Background: an optimization exercise with open tools, aiming at small area, a short achievable clock period and few clock cycles. Do not read the settings as production practice. Function was checked by simulation only, so behaviour that the tests miss may differ from the original. No activity file was given, so power comes from the tool's default toggle rates.

// gld
module gld (
  input  wire        clk,
  input  wire        rst,
  input  wire        cmd_valid,
  output wire        cmd_ready,
  input  wire [39:0] cmd_word,
  output wire        ch_we,
  output wire [1:0]  ch_idx,
  output reg  [15:0] ch_val,
  output wire        tx_query,
  output wire        rx_release,
  output wire        hs_done,
  output wire        hs_ok,
  output wire        rsp_valid,
  output reg  [31:0] rsp_data,
  output wire        dbg_byte_valid,
  output wire [7:0]  dbg_byte
);
Size in the first run: ~110 I/O pins, ~18000 sq um of cells after synthesis.
==> flow/config.mk <==
export PLATFORM = sky130hd
export DESIGN_NAME = gld
export DESIGN_NICKNAME = gld
export VERILOG_FILES = /design/flow/design.v
export SDC_FILE = /design/flow/constraint.sdc
export NUM_CORES = 4
export LEC_CHECK = 0
export CAP_MARGIN = 20
export CORE_MARGIN = 2
export CORE_UTILIZATION = 65
export CTS_CLUSTER_DIAMETER = 120
export CTS_CLUSTER_SIZE = 25
export SETUP_SLACK_MARGIN = 4.0
export SLEW_MARGIN = 20
==> flow/constraint.sdc <==
create_clock -name core_clock -period 8.0 [get_ports {clk}]
set_input_delay 1.6000 -clock core_clock [delete_from_list [all_inputs] [get_ports {clk}]]
set_output_delay 1.6000 -clock core_clock [all_outputs]
set_load 0.01 [all_outputs]
standard.sh (not shown) runs the stock make flow with config.mk's settings and CLKGATE_MAP_FILE= SYNTH_SCRIPT=/design/flow/synth_recipe.tcl, a recipe that flattens the netlist after the stock synthesis.
==> flow/flow/run.sh <==
#!/bin/bash
# Standard layout (the standard.sh: standard synthesis, floorplan, place, CTS, route),
# with three changes to how the layout is made:
#  - ABC maps the logic for area (flow/abc_map.script) instead of for speed; registers are
#    mapped before ABC runs, exactly as in the standard synthesis; the resizer then repairs
#    the timing after placement;
#  - sizing may swap a cell for one of another footprint (MATCH_CELL_FOOTPRINT=0), so the
#    resizer can upsize weak drivers instead of only adding buffers;
#  - ports are buffered with sky130_fd_sc_hd__buf_2 rather than the default delay-type buffer.
# ORFS's scripts are copied to ./scripts with only abc_speed.script replaced.
# All output of make (and of the tools it runs) goes to flow_make.log here; ORFS's own per-step
# logs are under orfs/logs/.
set -euo pipefail
rm -rf scripts
cp -r "$FLOW_HOME/scripts" scripts
cp flow/abc_map.script scripts/abc_speed.script
bash standard.sh SCRIPTS_DIR="$PWD/scripts" MATCH_CELL_FOOTPRINT=0 "BUFFER_PORTS_ARGS=-buffer_cell sky130_fd_sc_hd__buf_2" finish > flow_make.log 2>&1
==> flow/flow/abc_map.script <==
strash
dch
map -a
topo
stime -c
The baseline ran to the end with no violations.
Testbench counts at the start, summed over its fixed seeds: cycles 7,334.
Then changed:
==> flow/flow/run.sh (replaced) <==
#!/bin/bash
# Standard layout (the standard.sh: standard synthesis, floorplan, place, CTS, route),
# with two changes to how the layout is made:
#  - sizing may swap a cell for one of another footprint (MATCH_CELL_FOOTPRINT=0), so the
#    resizer can upsize weak drivers instead of only adding buffers;
#  - ports are buffered with sky130_fd_sc_hd__buf_2 rather than the default delay-type buffer.
# All output of make (and of the tools it runs) goes to flow_make.log here; ORFS's own per-step
# logs are under orfs/logs/.
set -euo pipefail
bash standard.sh MATCH_CELL_FOOTPRINT=0 "BUFFER_PORTS_ARGS=-buffer_cell sky130_fd_sc_hd__buf_2" finish > flow_make.log 2>&1
--- a/flow/config.mk
+++ b/flow/config.mk
@@ -11,2 +11,3 @@
-export CTS_CLUSTER_DIAMETER = 120
-export CTS_CLUSTER_SIZE = 25
+export CTS_BUF_LIST = sky130_fd_sc_hd__clkbuf_8
+export CTS_CLUSTER_DIAMETER = 80
+export CTS_CLUSTER_SIZE = 14
removed: flow/flow/abc_map.script
Outcome: Sequential power hardly moves. Maximum frequency is higher by 2.4%. Via count is lower by 7.0%. Die area is higher by 9.2%. Synthesized cell count is lower by 0.54%. Utilization is lower by 6.8 points.
Then changed:
--- a/flow/config.mk
+++ b/flow/config.mk
@@ -11,3 +11,2 @@
-export CTS_BUF_LIST = sky130_fd_sc_hd__clkbuf_8
-export CTS_CLUSTER_DIAMETER = 80
-export CTS_CLUSTER_SIZE = 14
+export CTS_CLUSTER_DIAMETER = 120
+export CTS_CLUSTER_SIZE = 25
After rerunning:
- The new run passed the timing, DRC and antenna checks
- die area is unchanged
- sequential power is about the same
- register-to-register slack hardly moves
- power climbs slightly
- worst setup slack is better by 51 ps
- cell count decreases slightly

==> re-timing with driven ports <==
How much do the figures lean on ideal ports? The routed layouts below were timed once more, with nothing changed but the port constraints.
Step 1, drivers: a clkbuf_16 drives clk and a buf_2 each remaining input, both assumed.
Step 2 moves the port delays by t, midway between the first and last clock arrival at a register: inputs arrive t later, outputs are due t later. That takes back most of the time a late clock gives input paths.
Slacks: ideal ports / drivers / drivers and shift; pairs: ideal ports / drivers.
run | t, ns | setup WS [ns] | hold slack, ns | worst register clock-pin slew, ns
the first run | 0.572 | 3.825 / 3.773 / 3.447 | 0.449 / 0.449 / 0.449 | 0.10 / 0.10
the second run | 0.682 | 3.923 / 3.870 / 3.376 | 0.478 / 0.478 / 0.478 | 0.11 / 0.11
the third run | 0.585 | 3.975 / 3.917 / 3.428 | 0.478 / 0.478 / 0.478 | 0.11 / 0.11
After both steps setup and hold are still met in every run listed.
